Background: an optimization exercise with open tools, aiming at small area and a short achievable clock period. Do not read the settings as production practice. Function was checked by simulation only, so behaviour that the tests miss may differ from the original.

[flow/config.mk]
export PLATFORM = sky130hd
export DESIGN_NAME = jr_core
export DESIGN_NICKNAME = jr_core
export VERILOG_FILES = /design/flow/design.v
export SDC_FILE = /design/flow/constraint.sdc
export NUM_CORES = 4
export LEC_CHECK = 0
export CAP_MARGIN = 20
export CORE_MARGIN = 2
export CORE_UTILIZATION = 40
export SLEW_MARGIN = 20
[flow/constraint.sdc]
create_clock -name core_clock -period 40.0 [get_ports {clk}]
set_input_delay 8.0000 -clock core_clock [delete_from_list [all_inputs] [get_ports {clk}]]
set_output_delay 8.0000 -clock core_clock [all_outputs]
set_load 0.01 [all_outputs]
[flow/design.v]
module jr_i2f (
    input  wire [63:0] a,
    output reg  [31:0] f
);
    integer      i;
    reg   [6:0]  lz;
    reg   [63:0] n;
    reg   [24:0] m;
    reg          g, s;
    reg   [8:0]  e;
    always @* begin
        lz = 7'd64;
        for (i = 0; i < 64; i = i + 1)
            if (a[i]) lz = 7'd63 - i[6:0];
        n = a << lz[5:0];
        g = n[39];
        s = |n[38:0];
        m = {1'b0, n[63:40]} + {24'd0, g & (s | n[40])};
        e = 9'd127 + 9'd63 - {2'b00, lz};
        if (m[24]) begin
            m = m >> 1;
            e = e + 9'd1;
        end
        if (a == 64'd0)
            f = 32'd0;
        else
            f = {1'b0, e[7:0], m[22:0]};
    end
endmodule
module jr_fmul (
    input  wire [31:0] a,
    input  wire [31:0] b,
    output reg  [31:0] f
);
    reg [23:0] ma, mb;
    reg [47:0] p;
    reg [24:0] m;
    reg        g, s;
    reg [9:0]  e;
    always @* begin
        ma = {1'b1, a[22:0]};
        mb = {1'b1, b[22:0]};
        p  = ma * mb;
        e  = {2'b00, a[30:23]} + {2'b00, b[30:23]} - 10'd127;
        if (p[47]) begin
            m = {1'b0, p[47:24]};
            g = p[23];
            s = |p[22:0];
            e = e + 10'd1;
        end else begin
            m = {1'b0, p[46:23]};
            g = p[22];
            s = |p[21:0];
        end
        m = m + {24'd0, g & (s | m[0])};
        if (m[24]) begin
            m = m >> 1;
            e = e + 10'd1;
        end
        if (a[30:23] == 8'd0 || b[30:23] == 8'd0)
            f = 32'd0;
        else
            f = {1'b0, e[7:0], m[22:0]};
    end
endmodule
module jr_fadd (
    input  wire [31:0] a,
    input  wire [31:0] b,
    output reg  [31:0] f
);
    reg [31:0] op_hi, op_lo;
    reg [7:0]  d;
    reg [50:0] mb, ms, sum;
    reg [24:0] m;
    reg        g, s;
    reg [8:0]  e;
    always @* begin
        if (a[30:0] >= b[30:0]) begin
            op_hi = a; op_lo = b;
        end else begin
            op_hi = b; op_lo = a;
        end
        d  = op_hi[30:23] - op_lo[30:23];
        mb = {3'b001, op_hi[22:0], 25'd0};
        ms = {3'b001, op_lo[22:0], 25'd0};
        if (d > 8'd48)
            ms = {50'd0, 1'b1};
        else
            ms = (ms >> d) | {50'd0, |(ms & ~({51{1'b1}} << d))};
        sum = mb + ms;
        e   = {1'b0, op_hi[30:23]};
        if (sum[49]) begin
            m = {1'b0, sum[49:26]};
            g = sum[25];
            s = |sum[24:0];
            e = e + 9'd1;
        end else begin
            m = {1'b0, sum[48:25]};
            g = sum[24];
            s = |sum[23:0];
        end
        m = m + {24'd0, g & (s | m[0])};
        if (m[24]) begin
            m = m >> 1;
            e = e + 9'd1;
        end
        if (op_lo[30:23] == 8'd0)
            f = op_hi;
        else
            f = {1'b0, e[7:0], m[22:0]};
    end
endmodule
module jr_f2u #(
    parameter W = 16
) (
    input  wire [31:0]  a,
    output reg  [W-1:0] u
);
    reg [7:0]  k;
    reg [23:0] m;
    always @* begin
        m = {1'b1, a[22:0]};
        k = a[30:23] - 8'd127;            
        if (a[30:23] < 8'd127)
            u = {W{1'b0}};
        else if (k >= W)
            u = {W{1'b1}};
        else
            u = m >> (8'd23 - k);
    end
endmodule
module jr_mclock #(
    parameter integer P = 64,
    parameter integer N = 256,
    parameter integer F = 16000000,
    parameter integer CW = $clog2(N)
) (
    input  wire          clk,
    input  wire          rst,
    input  wire          tick,        
    input  wire          start,       
    input  wire          stop,        
    input  wire          clear,       
    input  wire          load,        
    input  wire [63:0]   load_ovf,
    input  wire [CW-1:0] load_cnt,
    output wire [63:0]   elapsed
);
    localparam integer US_PER_TICK = (P * 64'd1000000) / F;
    reg          run;
    reg [63:0]   ovf;
    reg [CW-1:0] cnt;
    always @(posedge clk) begin
        if (rst) begin
            run <= 1'b0;
            ovf <= 64'd0;
            cnt <= {CW{1'b0}};
        end else begin
            if (tick && run) begin
                if (cnt == N - 1) begin
                    cnt <= {CW{1'b0}};
                    ovf <= ovf + 64'd1;
                end else begin
                    cnt <= cnt + 1'b1;
                end
            end
            if (start) run <= 1'b1;
            if (stop)  run <= 1'b0;
            if (load) begin
                ovf <= load_ovf;
                cnt <= load_cnt;
            end
            if (clear) begin
                run <= 1'b0;
                ovf <= 64'd0;
                cnt <= {CW{1'b0}};
            end
        end
    end
    wire [127:0] count = ovf * N + cnt;
    wire [127:0] us    = count * US_PER_TICK;
    assign elapsed = us[63:0];
endmodule
module jr_encoder #(
    parameter [7:0] X_ZERO        = 8'd133,
    parameter [7:0] X_POS_EXT     = 8'd0,
    parameter [7:0] X_NEG_EXT     = 8'd255,
    parameter [7:0] Y_ZERO        = 8'd130,
    parameter [7:0] Y_POS_EXT     = 8'd255,
    parameter [7:0] Y_NEG_EXT     = 8'd0,
    parameter [7:0] Y_ZERO_OFFSET = 8'd8
) (
    input  wire [7:0] x,
    input  wire [7:0] y,
    input  wire       left,       
    input  wire       dir,
    output wire       dir_new,
    output wire [7:0] byte_out
);
    localparam [31:0] ONE        = 32'h3F800000;    
    localparam [31:0] THROTTLE_K = 32'h3F333333;    
    localparam [31:0] STEER_K    = 32'h3E99999A;    
    function [31:0] cal_scale;
        input [7:0] rg;
        reg [63:0] num, q, r, m;
        reg        g, s;
        integer    msb, i;
        begin
            num = 64'd254 << 40;
            q   = num / rg;
            r   = num % rg;
            msb = 0;
            for (i = 0; i < 64; i = i + 1)
                if (q[i]) msb = i;
            m = q >> (msb - 23);
            g = q[msb - 24];
            s = ((q & ((64'd1 << (msb - 24)) - 1)) != 0) || (r != 0);
            m = m + (g & (s | m[0]));
            if (m[24]) begin
                m   = m >> 1;
                msb = msb + 1;
            end
            cal_scale = {1'b0, 8'd127 + msb[7:0] - 8'd40, m[22:0]};
        end
    endfunction
    localparam [7:0]  XP_MIN   = (X_POS_EXT > X_ZERO) ? X_ZERO + 8'd1 : X_ZERO - 8'd1;
    localparam [7:0]  XN_MIN   = (X_NEG_EXT > X_ZERO) ? X_ZERO + 8'd1 : X_ZERO - 8'd1;
    localparam [7:0]  YP_MIN   = (Y_POS_EXT > Y_ZERO) ? Y_ZERO + 8'd1 : Y_ZERO - 8'd1;
    localparam [7:0]  YN_MIN   = (Y_NEG_EXT > Y_ZERO) ? Y_ZERO + 8'd1 : Y_ZERO - 8'd1;
    localparam [7:0]  XP_RANGE = (X_POS_EXT > XP_MIN) ? X_POS_EXT - XP_MIN : XP_MIN - X_POS_EXT;
    localparam [7:0]  XN_RANGE = (X_NEG_EXT > XN_MIN) ? X_NEG_EXT - XN_MIN : XN_MIN - X_NEG_EXT;
    localparam [7:0]  YP_RANGE = (Y_POS_EXT > YP_MIN) ? Y_POS_EXT - YP_MIN : YP_MIN - Y_POS_EXT;
    localparam [7:0]  YN_RANGE = (Y_NEG_EXT > YN_MIN) ? Y_NEG_EXT - YN_MIN : YN_MIN - Y_NEG_EXT;
    localparam [31:0] XP_SCALE = cal_scale(XP_RANGE);
    localparam [31:0] XN_SCALE = cal_scale(XN_RANGE);
    localparam [31:0] YP_SCALE = cal_scale(YP_RANGE);
    localparam [31:0] YN_SCALE = cal_scale(YN_RANGE);
    localparam X_POS_UP = X_POS_EXT > X_ZERO;    
    localparam Y_POS_UP = Y_POS_EXT > Y_ZERO;
    wire x_centre = (x == X_ZERO);
    wire x_pos    = !x_centre && ((x > X_ZERO) == X_POS_UP);
    wire [7:0] y_dev = (y > Y_ZERO) ? y - Y_ZERO : Y_ZERO - y;
    wire y_neutral = (y_dev <= Y_ZERO_OFFSET);
    wire y_pos     = !y_neutral && ((y > Y_ZERO) == Y_POS_UP);
    wire [7:0]  x_min   = x_pos ? XP_MIN : XN_MIN;
    wire [31:0] x_scale = x_pos ? XP_SCALE : XN_SCALE;
    wire [7:0]  x_d     = (x > x_min) ? x - x_min : x_min - x;
    wire [31:0] x_df, x_prod, x_v;
    wire [7:0]  x_int;
    jr_i2f  u_xd   (.a({56'd0, x_d}), .f(x_df));
    jr_fmul u_xmul (.a(x_scale), .b(x_df), .f(x_prod));
    jr_fadd u_xadd (.a(ONE), .b(x_prod), .f(x_v));
    jr_f2u #(.W(8)) u_xint (.a(x_v), .u(x_int));
    wire [7:0] map_x = x_centre ? 8'd0 : {x_int[7:2], 2'b00};
    wire [7:0]  y_min   = y_pos ? YP_MIN : YN_MIN;
    wire [31:0] y_scale = y_pos ? YP_SCALE : YN_SCALE;
    wire [7:0]  y_d     = (y > y_min) ? y - y_min : y_min - y;
    wire [31:0] y_df, y_prod, y_v, y_thr;
    wire [7:0]  y_int;
    jr_i2f  u_yd   (.a({56'd0, y_d}), .f(y_df));
    jr_fmul u_ymul (.a(y_scale), .b(y_df), .f(y_prod));
    jr_fadd u_yadd (.a(ONE), .b(y_prod), .f(y_v));
    jr_fmul u_ythr (.a(y_v), .b(THROTTLE_K), .f(y_thr));
    jr_f2u #(.W(8)) u_yint (.a(y_thr), .u(y_int));
    wire [7:0] map_y = y_neutral ? 8'd0 : {y_int[7:2], 2'b00};
    wire [31:0] mx_f, adj_f;
    wire [7:0]  adj_int;
    jr_i2f  u_mx   (.a({56'd0, map_x}), .f(mx_f));
    jr_fmul u_steer(.a(mx_f), .b(STEER_K), .f(adj_f));
    jr_f2u #(.W(8)) u_adj (.a(adj_f), .u(adj_int));
    wire [7:0] x_adj = {adj_int[7:2], 2'b00};
    wire reduces = left ? (!x_centre && !x_pos) : x_pos;
    wire [8:0] diff = {1'b0, map_y} - {1'b0, x_adj};
    reg  [7:0] mag;
    always @* begin
        if (y_neutral)
            mag = 8'd0;
        else if (reduces)
            mag = diff[8] ? 8'd0 : diff[7:0];
        else
            mag = map_y;
    end
    assign dir_new  = y_neutral ? dir : y_pos;
    assign byte_out = {mag[7:2], dir_new, left};
endmodule
module jr_core #(
    parameter [7:0]  X_ZERO        = 8'd133,
    parameter [7:0]  X_POS_EXT     = 8'd0,
    parameter [7:0]  X_NEG_EXT     = 8'd255,
    parameter [7:0]  Y_ZERO        = 8'd130,
    parameter [7:0]  Y_POS_EXT     = 8'd255,
    parameter [7:0]  Y_NEG_EXT     = 8'd0,
    parameter [7:0]  Y_ZERO_OFFSET = 8'd8,
    parameter [15:0] DIST_LIMIT    = 16'd30,
    parameter signed [17:0] ACC_OFF_X = 18'sd0,
    parameter signed [17:0] ACC_OFF_Y = 18'sd0,
    parameter signed [17:0] ACC_OFF_Z = 18'sd1000,
    parameter [17:0] ACC_THR       = 18'd500,
    parameter integer MC0_P = 64, MC0_N = 256, MC0_F = 16000000,
    parameter integer MC1_P = 64, MC1_N = 256, MC1_F = 16000000,
    parameter integer TRIG_LOW_CYC  = 2,
    parameter integer TRIG_HIGH_CYC = 10
) (
    input  wire        clk,
    input  wire        rst,
    input  wire [7:0]  cmd,
    input  wire        cmd_valid,
    output wire        cmd_ready,
    input  wire [7:0]  opd_x,
    input  wire [7:0]  opd_y,
    input  wire [15:0] opd_d,
    input  wire [15:0] opd_ax,
    input  wire [15:0] opd_ay,
    input  wire [15:0] opd_az,
    output reg  [63:0] res,
    output reg         res_valid,
    input  wire        echo,
    output reg         trig,
    input  wire        tick0,
    input  wire        tick1,
    output reg  [7:0]  tx_data,
    output reg         tx_valid,
    input  wire        tx_ready,
    input  wire        rx_avail,
    input  wire [7:0]  rx_data,
    output wire        rx_take,
    input  wire        confirm,
    output reg  [1:0]  act_dir_L,
    output reg  [1:0]  act_dir_R,
    output reg  [7:0]  act_duty_L,
    output reg  [7:0]  act_duty_R,
    output reg  [1:0]  disp
);
    localparam [3:0] OP_MC_START   = 4'h1;
    localparam [3:0] OP_MC_STOP    = 4'h2;
    localparam [3:0] OP_MC_RESET   = 4'h3;
    localparam [3:0] OP_MC_READ    = 4'h4;
    localparam [3:0] OP_RANGE      = 4'h5;
    localparam [3:0] OP_ENCODE     = 4'h6;
    localparam [3:0] OP_SEND_DRIVE = 4'h7;
    localparam [3:0] OP_FAULT_EVAL = 4'h8;
    localparam [3:0] OP_COLL_EVAL  = 4'h9;
    localparam [3:0] OP_RROBOT     = 4'hA;    
    localparam [3:0] OP_RREMOTE    = 4'hB;    
    localparam [3:0] OP_CONFIRM    = 4'hC;    
    localparam [3:0] OP_MC_LOAD    = 4'hD;
    localparam [1:0] REVERSE = 2'd0, FORWARD = 2'd1, NEUTRAL = 2'd2;
    localparam [1:0] D_CLEAR = 2'd0, D_COLLISION = 2'd1, D_OBSTACLE = 2'd2, D_COMM_ERROR = 2'd3;
    localparam [2:0] K_NONE = 3'd0, K_READ = 3'd1, K_RANGE = 3'd2, K_ENCODE = 3'd3,
                     K_SEND = 3'd4, K_POLL = 3'd5;
    localparam [1:0] R_IDLE = 2'd0, R_LOW = 2'd1, R_HIGH = 2'd2;
    reg        echo_lvl;
    reg        dir;           
    reg        obs;           
    reg        hs;            
    reg        rfsm;          
    reg [1:0]  rng_state;
    reg [3:0]  rng_cnt;
    reg        busy;
    reg [2:0]  kind;
    reg [7:0]  ex_x, ex_y;
    reg        ex_left;
    reg [63:0] ex_e;          
    reg [8:0]  ex_poll;       
    wire [3:0] op  = cmd[7:4];
    wire       ci  = cmd[0];                  
    wire       acc = cmd_valid && cmd_ready;
    assign cmd_ready = !busy && (rng_state == R_IDLE) && !tx_valid;
    wire echo_rise = echo && !echo_lvl;
    wire echo_fall = !echo && echo_lvl;
    wire c_start0 = acc && op == OP_MC_START && !ci;
    wire c_start1 = acc && op == OP_MC_START &&  ci;
    wire c_stop0  = acc && op == OP_MC_STOP  && !ci;
    wire c_stop1  = acc && op == OP_MC_STOP  &&  ci;
    wire c_reset0 = acc && op == OP_MC_RESET && !ci;
    wire c_reset1 = acc && op == OP_MC_RESET &&  ci;
    wire c_load0  = acc && op == OP_MC_LOAD  && !ci;
    wire c_load1  = acc && op == OP_MC_LOAD  &&  ci;
    wire sample = (rng_state == R_HIGH) && (rng_cnt == 4'd0);
    wire [63:0] load_ovf = {opd_d, opd_az, opd_ay, opd_ax};
    wire [63:0] elapsed0, elapsed1;
    jr_mclock #(.P(MC0_P), .N(MC0_N), .F(MC0_F)) u_mc0 (
        .clk(clk), .rst(rst), .tick(tick0),
        .start(c_start0 || (echo_rise && !c_stop0)),
        .stop(c_stop0 || (echo_fall && !c_start0)),
        .clear(c_reset0 || sample),
        .load(c_load0), .load_ovf(load_ovf), .load_cnt(opd_x[$clog2(MC0_N)-1:0]),
        .elapsed(elapsed0)
    );
    jr_mclock #(.P(MC1_P), .N(MC1_N), .F(MC1_F)) u_mc1 (
        .clk(clk), .rst(rst), .tick(tick1),
        .start(c_start1), .stop(c_stop1), .clear(c_reset1),
        .load(c_load1), .load_ovf(load_ovf), .load_cnt(opd_x[$clog2(MC1_N)-1:0]),
        .elapsed(elapsed1)
    );
    wire poll_robot  = acc && op == OP_RROBOT;
    wire poll_remote = acc && op == OP_RREMOTE && !rfsm;
    assign rx_take = (poll_robot || poll_remote) && rx_avail;
    wire signed [17:0] dax = $signed({{2{opd_ax[15]}}, opd_ax}) - ACC_OFF_X;
    wire signed [17:0] day = $signed({{2{opd_ay[15]}}, opd_ay}) - ACC_OFF_Y;
    wire signed [17:0] daz = $signed({{2{opd_az[15]}}, opd_az}) - ACC_OFF_Z;
    wire [17:0] adx = dax[17] ? -dax : dax;
    wire [17:0] ady = day[17] ? -day : day;
    wire [17:0] adz = daz[17] ? -daz : daz;
    wire coll = (adx > ACC_THR) || (ady > ACC_THR) || (adz > ACC_THR);
    wire [7:0] enc_byte;
    wire       enc_dir;
    jr_encoder #(
        .X_ZERO(X_ZERO), .X_POS_EXT(X_POS_EXT), .X_NEG_EXT(X_NEG_EXT),
        .Y_ZERO(Y_ZERO), .Y_POS_EXT(Y_POS_EXT), .Y_NEG_EXT(Y_NEG_EXT),
        .Y_ZERO_OFFSET(Y_ZERO_OFFSET)
    ) u_enc (
        .x(ex_x), .y(ex_y), .left(ex_left), .dir(dir),
        .dir_new(enc_dir), .byte_out(enc_byte)
    );
    localparam [31:0] CM_PER_US = 32'h3C8B4396;
    wire [31:0] e_f, dist_f;
    wire [15:0] dist_cm;
    jr_i2f  u_ef   (.a(ex_e), .f(e_f));
    jr_fmul u_dmul (.a(e_f), .b(CM_PER_US), .f(dist_f));
    jr_f2u #(.W(16)) u_dist (.a(dist_f), .u(dist_cm));
    always @(posedge clk) begin
        if (rst) begin
            echo_lvl   <= 1'b0;
            trig       <= 1'b0;
            dir        <= 1'b0;
            obs        <= 1'b0;
            hs         <= 1'b0;
            rfsm       <= 1'b0;
            disp       <= D_CLEAR;
            act_dir_L  <= NEUTRAL;
            act_dir_R  <= NEUTRAL;
            act_duty_L <= 8'd0;
            act_duty_R <= 8'd0;
            tx_valid   <= 1'b0;
            tx_data    <= 8'd0;
            rng_state  <= R_IDLE;
            rng_cnt    <= 4'd0;
            busy       <= 1'b0;
            kind       <= K_NONE;
            ex_x       <= 8'd0;
            ex_y       <= 8'd0;
            ex_left    <= 1'b0;
            ex_e       <= 64'd0;
            ex_poll    <= 9'd0;
            res        <= 64'd0;
            res_valid  <= 1'b0;
        end else begin
            echo_lvl  <= echo;
            res_valid <= 1'b0;
            if (tx_valid && tx_ready)
                tx_valid <= 1'b0;
            if (acc) begin
                busy <= 1'b1;
                kind <= K_NONE;
                case (op)
                    OP_MC_READ: begin
                        kind <= K_READ;
                        ex_e <= ci ? elapsed1 : elapsed0;
                    end
                    OP_RANGE: begin
                        if (!hs) begin
                            busy      <= 1'b0;
                            rng_state <= R_LOW;
                            rng_cnt   <= TRIG_LOW_CYC - 1;
                        end
                    end
                    OP_ENCODE: begin
                        kind    <= K_ENCODE;
                        ex_x    <= opd_x;
                        ex_y    <= opd_y;
                        ex_left <= cmd[1:0] != 2'b00;
                    end
                    OP_SEND_DRIVE: begin
                        if (!rfsm) begin
                            kind    <= K_SEND;
                            ex_x    <= opd_x;
                            ex_y    <= opd_y;
                            ex_left <= cmd[1:0] != 2'b00;
                        end
                    end
                    OP_FAULT_EVAL: begin
                        if (!hs) begin
                            if (opd_d < DIST_LIMIT && !obs) begin
                                obs      <= 1'b1;
                                tx_valid <= 1'b1;
                                tx_data  <= 8'h32;
                            end else if (opd_d >= DIST_LIMIT && obs) begin
                                obs      <= 1'b0;
                                tx_valid <= 1'b1;
                                tx_data  <= 8'h30;
                            end
                        end
                    end
                    OP_COLL_EVAL: begin
                        if (!hs && coll) begin
                            act_dir_L  <= NEUTRAL;
                            act_dir_R  <= NEUTRAL;
                            act_duty_L <= 8'd0;
                            act_duty_R <= 8'd0;
                            hs         <= 1'b1;
                            tx_valid   <= 1'b1;
                            tx_data    <= 8'h31;
                        end
                    end
                    OP_RROBOT: begin
                        kind    <= K_POLL;
                        ex_poll <= rx_avail ? {1'b1, rx_data} : 9'd0;
                        if (rx_avail) begin
                            if (!hs) begin
                                if (rx_data[0]) begin
                                    act_dir_L  <= rx_data[1] ? FORWARD : REVERSE;
                                    act_duty_L <= {rx_data[7:2], 2'b00};
                                end else begin
                                    act_dir_R  <= rx_data[1] ? FORWARD : REVERSE;
                                    act_duty_R <= {rx_data[7:2], 2'b00};
                                end
                            end else if (rx_data == 8'h31) begin
                                hs <= 1'b0;
                            end
                        end
                    end
                    OP_RREMOTE: begin
                        kind    <= K_POLL;
                        ex_poll <= (rx_avail && !rfsm) ? {1'b1, rx_data} : 9'd0;
                        if (rx_avail && !rfsm) begin
                            case (rx_data)
                                8'h30:   disp <= D_CLEAR;
                                8'h31: begin
                                    disp <= D_COLLISION;
                                    rfsm <= 1'b1;
                                end
                                8'h32:   disp <= D_OBSTACLE;
                                default: disp <= D_COMM_ERROR;
                            endcase
                        end
                    end
                    OP_CONFIRM: begin
                        if (rfsm && confirm) begin
                            disp     <= D_CLEAR;
                            rfsm     <= 1'b0;
                            tx_valid <= 1'b1;
                            tx_data  <= 8'h31;
                        end
                    end
                    default: ;
                endcase
            end
            case (rng_state)
                R_LOW: begin
                    if (rng_cnt == 4'd0) begin
                        rng_state <= R_HIGH;
                        rng_cnt   <= TRIG_HIGH_CYC - 1;
                        trig      <= 1'b1;
                    end else begin
                        rng_cnt <= rng_cnt - 4'd1;
                    end
                end
                R_HIGH: begin
                    if (rng_cnt == 4'd0) begin
                        rng_state <= R_IDLE;
                        trig      <= 1'b0;
                        busy      <= 1'b1;
                        kind      <= K_RANGE;
                        ex_e      <= elapsed0;
                    end else begin
                        rng_cnt <= rng_cnt - 4'd1;
                    end
                end
                default: ;
            endcase
            if (busy) begin
                busy      <= 1'b0;
                res_valid <= 1'b1;
                case (kind)
                    K_READ:   res <= ex_e;
                    K_RANGE:  res <= {48'd0, dist_cm};
                    K_ENCODE: begin
                        res <= {56'd0, enc_byte};
                        dir <= enc_dir;
                    end
                    K_SEND: begin
                        res      <= {56'd0, enc_byte};
                        dir      <= enc_dir;
                        tx_valid <= 1'b1;
                        tx_data  <= enc_byte;
                    end
                    K_POLL:   res <= {55'd0, ex_poll};
                    default:  res <= 64'd0;
                endcase
            end
        end
    end
endmodule
[flow/run.sh]
#!/bin/bash
# synth_recipe.tcl (not shown) runs the flow's synth.tcl, then flattens the netlist and writes it again
# the make line also repeats each setting of config.mk as NAME=value (left out here)
make -C /OpenROAD-flow-scripts/flow DESIGN_CONFIG=/design/flow/config.mk WORK_HOME=/design/flow/orfs CLKGATE_MAP_FILE= SYNTH_SCRIPT=/design/flow/synth_recipe.tcl finish
==> results by group <==
STA
  • Least-Margin Pin Slew: 1.07 ns
  • Final Hold Fails: 0
  • Worst hold margin: approximately 0.46 ns
  • Setup Viol. Count Final: 0
  • Worst slew margin relative to its limit: 0.283
  • Clk_skew: 0.0386 ns
  • Crit share post-route: 0.933
  • Min Tclk post-route: 37.33 ns
  • Max Clk Rate: about 27 MHz
  • Max-slew violation count: 0
  • Setup TNS Final: 0 ns

Setup path
  • Largest stage delay on the critical path: slightly below 0.7 ns
  • Reg2reg path depth: 144
  • Worst Path Arrival: ~38 ns
  • CP most frequent cell: inv_1
  • Worst Path Buf+Inv: 19
  • Startpoint types: register
  • Maximum fanout along the worst path: 33
  • WP data required: between 40 and 50 ns
  • Slowest CP cell: or4_1
  • WS Path Type: register to register
  • R2R Setup Slk: around 2.7 ns
  • Critical Path End Type: register
  • WP depth: roughly 140
  • Cell family with most CP delay: compound AO/OA/AOI/OAI gates

Synth
  • Post-Synth Adder-Cell Area: 0.398
  • Post-synthesis simple-gate area fraction: 0.172
  • Mux cell area share after synthesis: 0.0365
  • Compound-gate portion of the synthesized area: 0.183
  • Synth area leaders: fa_1 23%, ha_1 16%, inv_1 7.7%
  • Cell taking the most area after synthesis: fa_1
  • Ys Warns: 8
  • Top_reg_cell synth: dfxtp_1
  • Gate Count Post-Synth: approximately 13000
  • XOR/XNOR Fraction of Synth Area: 0.0507
  • Synth top area share: 0.234
  • Largest family of logic cells by synthesized area: adder cells
  • Post-synth cell types: 136
  • Sequential element share of the synthesized area: 0.0627
  • Seq cells post-synth: between 300 and 400
  • Post-synth EDFFs: 0
  • Cell Area, Synth: just over 0.1 mm^2
  • Mapped Avg Cell Area: approximately 8.0 um^2
  • Asr flop ratio synth: 0

Global routing
  • Number of global-route vias before repair: 90700
  • GRT Overall Usage: 0.232
  • Congestion Overflow GR: 0
  • Initial antenna violation count: 2
  • Layer with the highest usage: met2
  • Grt met2 use: 0.383
  • Met3 usage: 0.0199
  • First-pass GRT wire length: around 500000 um
  • Met1 Track Usage GR: 0.327
  • Largest net degree at the start of global routing: 90

Drt
  • Drt wl/cell: 18.2 um
  • Antenna Nets Post-Route: 0
  • Drt total wl: 306000 um
  • Drt pass-1 iters: 6
  • DRC errors left: 0
  • Starting DRT DRC Count: between 7000 and 8000
  • Detailed-route via count: 91800
  • Vias per cell: about 5.5

Min path
  • Worst Hold Class: register to register
  • Min-Delay Path Depth: 2

Place
  • Final HPWL DP: 254000 um
  • Placed Cells: ~17000
  • PortBufs: 197
  • GP Congestion: approximately 0.95

Clock tree
  • TritonCTS Sinks: approximately 320
  • CTS Buf Count: 38
  • Root buffer cell: clkbuf_16
  • H-tree depth: 2
  • CTS tree: built
  • Clk buf depth: 3
  • Reg clk slew, reported paths: ~0.060 ns
  • Clk latency of the worst-skew pair: roughly 0.59 ns

Die
  • I/O pin count: between 200 and 250
  • Num rows: around 190
  • Chip Height: about 510 um
  • Die Width: between 500 and 600 um
  • Core area: between 0.2 and 0.3 mm^2
  • Die area: 0.263 mm^2
  • Initial Utilization: 0.403

Cells and area
  • Core Util, Final: 0.440
  • Most common cell after layout, fill and taps aside: inv_1
  • Synth-to-layout area growth: 9.32%
  • Post-route insts no fill: 16800
  • Most frequent cells in the layout: 2120 x inv_1, 1346 x ha_1, 1211 x fa_1
  • Final net count: roughly 16000
  • Layout cells sized above 1: 0.0519

Outcome
  • Run status: timing/DRC/antenna clean

Run
  • Max-Cap Viols: 0
## cells in the mapped netlist (42+ instances only)
cell type and n:
a211oi_1 262, a21o_1 136, a21oi_1 686, a22o_1 61, a22oi_1 57, a31oi_1 126, and2_1 125, and3_1 138
buf_2 47, clkbuf_1 441, dfxtp_1 324, fa_1 1211, ha_1 1351, inv_1 2121, mux2_2 67, mux2i_1 253
nand2_1 899, nand2b_1 89, nand3_1 356, nand4_1 159, nor2_1 1040, nor2b_1 71, nor3_1 262, nor4_1 97
o211ai_1 114, o21a_1 80, o21ai_0 572, o21bai_1 54, o31ai_1 51, or2_2 63, or3_1 139, or4_1 42
xnor2_1 349, xor2_1 236
## repair_timing
action | in CTS | in global routing
endpoints found under the hold margin | 0 | 0
endpoints found under the setup margin | 0 | 12
gates resized for setup | 0 | 82
hold buffers | 0 | 0
buffers inserted | 0 | 10
## sequential cells by signal, indices dropped and copies added, names as in the netlist, 4 cells and up
signal / count
ex_poll: 9
u_mc0.ovf: 54
ex_e: 64
act_duty_L: 6
act_duty_R: 6
res: 64
u_mc0.cnt: 8
ex_x: 8
ex_y: 8
u_mc1.ovf: 54
rng_cnt: 4
tx_data: 8
u_mc1.cnt: 8
## path summary, 6_finish.rpt
check / startpoint / end
worst max register to register: ex_x[3]$_SDFFE_PP0P_ / res[5]$_SDFFE_PP0P_
worst min register to register: disp[1]$_SDFFE_PP0P_ / disp[1]$_SDFFE_PP0P_
worst min-delay path: disp[1]$_SDFFE_PP0P_ / disp[1]$_SDFFE_PP0P_
worst max-delay path: ex_x[3]$_SDFFE_PP0P_ / res[5]$_SDFFE_PP0P_
## tightest hold or removal path, delay by kind of cell (launching register included)
kind             cells  cell delay, ns
AO/OA/AOI/OAI        1            0.05
flip-flops           1            0.31
AND/OR/NAND/NOR      1            0.05
## cell families (layout without fill, tap and decap cells)
kind of cell / count (synthesis) / after routing
buf+inv: 2662 / 2640
mux: 343 / 343
xor+xnor: 590 / 590
flops: 324 / 324
compound gates: 2814 / 2814
fa+ha+maj: 2563 / 2563
other cells: 2 / 507
simple gates: 3654 / 3654
## final cells by class
cell class	instances	area [um^2]
Fill cell	26200	144000
Timing Repair Buffer	441	3820
Multi-Input combinational cell	10500	89200
Inverter	2131	8000
Clock inverter	18	210
Sequential cell	324	6490
Clock buffer	50	1080
Tap cell	3384	4230
Antenna cell	3	7.51
## routing by layer
layer / wire [um] / share of wire
met1: 143000 / 0.47
met2: 140000 / 0.46
met3: 16400 / 0.054
met4: 6800 / 0.022
met5: 15 / 0.000049
## stage by stage
step | worst slack (ns) | instance area, um^2
after global placement | 0.661 | 111000
after CTS | 0.405 | 113000
after detailed placement | 0.617 | 111000
after global routing | -0.0693 | 113000
after floorplan | 1.58 | 105000
final | 2.67 | 113000

==> afterwards: timing with drivers on the ports <==
Ports are ideal in the flow. The routed layout listed here was re-timed in OpenROAD. Step 1 sets driving cells, clkbuf_16 on the clock port and buf_2 on the other inputs (assumed; they add their load-dependent delay and slew). Step 2, shift: input delay + t, output delay - t, t = (earliest + latest rising clock arrival at the registers) / 2. This alone moves slack from input paths to output paths. a / b / c = ideal ports / drivers / drivers and shift; a / b = the first two.
shift t [ns]: 0.641
slack for setup (ns): 2.666 / 2.666 / 2.666
hold slack, ns: 0.457 / 0.457 / 0.457
worst slew at a driven data input, ns: 0.08
After both steps this run still meets setup and hold. For this run, drivers alone change the setup slack by 0.000 ns; drivers and shift together by 0.000 ns.
